This design comes from an exercise in tuning for small area on the open sky130 flow, not from production work. Only simulation tests tie the RTL to the original design; equivalence was not proved. Power is estimated from default activity; no workload was simulated.

## edge_counter
module edge_counter (
    input  wire        clk,
    input  wire        rst,         
    input  wire        sig_in,      
    input  wire        us_tick,     
    input  wire        bus_valid,
    input  wire        bus_we,
    input  wire [31:0] bus_addr,
    input  wire [31:0] bus_wdata,
    output reg         resp_valid,
    output reg  [31:0] resp_rdata,
    output reg         resp_err
);
clock: 12.0 ns
lec_check: 0
cap_margin: 20
core_margin: 2
core_utilization: 45
gpl_routability_driven: 1
place_density: 0.55
slew_margin: 20
standard.sh (not shown) runs the stock make flow with config.mk's settings and CLKGATE_MAP_FILE= SYNTH_SCRIPT=/design/flow/synth_recipe.tcl, a recipe that flattens the netlist after the stock synthesis.
==> flow/flow/run.sh <==
#!/bin/bash
# Layout flow:
#  2. the same ORFS synthesis again, with an area-oriented ABC script in
#     place of the speed script (a copy of ORFS's scripts folder with only
#     abc_speed.script replaced); used only if its registers (names and
#     cells) are exactly the standard synthesis's;
#  3. the standard ORFS layout steps, with a leaner clock tree.
# Every tool's output goes to a log file of its own in this folder.
set -euo pipefail
W=$(pwd)
R=$W/orfs/results/${FLOW_PLATFORM}/edge_counter/base

# 1. standard synthesis
bash standard.sh synth > 1_synth_standard.log 2>&1
cp $R/1_2_yosys.v $W/1_2_yosys_standard.v

# 2. synthesis with the area-oriented ABC script
rm -rf $W/scripts_area $W/orfs_area
cp -r $FLOW_HOME/scripts $W/scripts_area
cp $W/flow/abc_area.script $W/scripts_area/abc_speed.script
set +e
make -C $FLOW_HOME DESIGN_CONFIG=$FLOW_CONFIG WORK_HOME=$W/orfs_area \
    CLKGATE_MAP_FILE= SYNTH_SCRIPT=$W/synth_recipe.tcl SCRIPTS_DIR=$W/scripts_area \
    synth > 2_synth_area.log 2>&1
ok=$?
set -e
regs() { grep -oE '^ *sky130_fd_sc_hd__[a-z0-9_]+ +[^ ]+' "$1" | grep -E '__(df|edf|sdf|sedf|dl)' | sort; }
regs $W/1_2_yosys_standard.v > regs_standard.txt
if [[ $ok == 0 ]] && regs $W/orfs_area/results/${FLOW_PLATFORM}/edge_counter/base/1_2_yosys.v > regs_area.txt \
   && cmp -s regs_standard.txt regs_area.txt; then
  echo "using the area synthesis" > 2_choice.log
  cp $W/orfs_area/results/${FLOW_PLATFORM}/edge_counter/base/1_2_yosys.v $R/1_2_yosys.v
  rm -f $R/1_synth.odb $R/1_synth.sdc
else
  echo "using the standard synthesis" > 2_choice.log
fi

# 3. layout
bash standard.sh \
  "CTS_ARGS=-sink_clustering_enable -repair_clock_nets -dont_use_dummy_load -sink_clustering_size 16 -sink_clustering_max_diameter 50 -buf_list {sky130_fd_sc_hd__clkbuf_8}" \
  "BUFFER_PORTS_ARGS=-inputs -outputs -buffer_cell sky130_fd_sc_hd__buf_1" \
  finish > 3_layout.log 2>&1
==> flow/flow/abc_area.script <==
strash
&get -n
&st
&dch -f
&nf -R 1000 -C 32 -F 8 -p
&put
strash
&get -n
&st
&dch -f
&nf -R 1000 -C 32 -F 8 -p
&put
strash
&get -n
&st
&dch -f
&nf -R 1000 -C 32 -F 8 -p
&put
strash
&get -n
&st
&dch -f
&nf -R 1000 -C 32 -F 8 -p
&put
topo
The starting point finished with capacitance limit, slew limit, setup timing left.
Next try:
--- a/flow/flow/run.sh
+++ b/flow/flow/run.sh
@@ -39,3 +39,3 @@
 bash standard.sh \
-  "CTS_ARGS=-sink_clustering_enable -repair_clock_nets -dont_use_dummy_load -sink_clustering_size 16 -sink_clustering_max_diameter 50 -buf_list {sky130_fd_sc_hd__clkbuf_8}" \
+  "CTS_ARGS=-sink_clustering_enable -repair_clock_nets -dont_use_dummy_load -sink_clustering_size 12 -sink_clustering_max_diameter 40 -buf_list {sky130_fd_sc_hd__clkbuf_8}" \
   "BUFFER_PORTS_ARGS=-inputs -outputs -buffer_cell sky130_fd_sc_hd__buf_1" \
CORE_UTILIZATION = 40   (was 45)
PLACE_DENSITY = 0.5   (was 0.55)
The changed run completed without violations.
Setup slack is better by 1300 ps.
Synthesized area stays the same.
Combinational power falls by about 2%.
Clock-buffer cell count went up by 63.
Synthesized cell count is unchanged.

==> re-timing with driven ports <==
In the flow no input, the clock included, has a driving cell. The finished layouts below were timed again as built, in two steps. Step 1: set_driving_cell puts a clkbuf_16 on clk and a buf_2 on each other input, an assumption about the parent block. Step 2 adds t to the input delays and takes it off the output delays; t is the mean of the earliest and latest rising clock arrival at the registers after step 1. Input paths then give back, and output paths get back, about the clock's delay inside the block. a / b / c = ideal ports / drivers / drivers and shift; a / b = the first two.
run | t, ns | slack for setup (ns) | worst register clock-pin slew, ns
the first run | 0.962 | -0.116 / -0.116 / -0.536 | 0.10 / 0.10
the second run | 1.012 | 1.143 / 1.143 / 0.197 | 0.08 / 0.08
For the second run, which loses most, drivers alone change the setup slack by 0.000 ns; drivers and shift together by -0.946 ns.
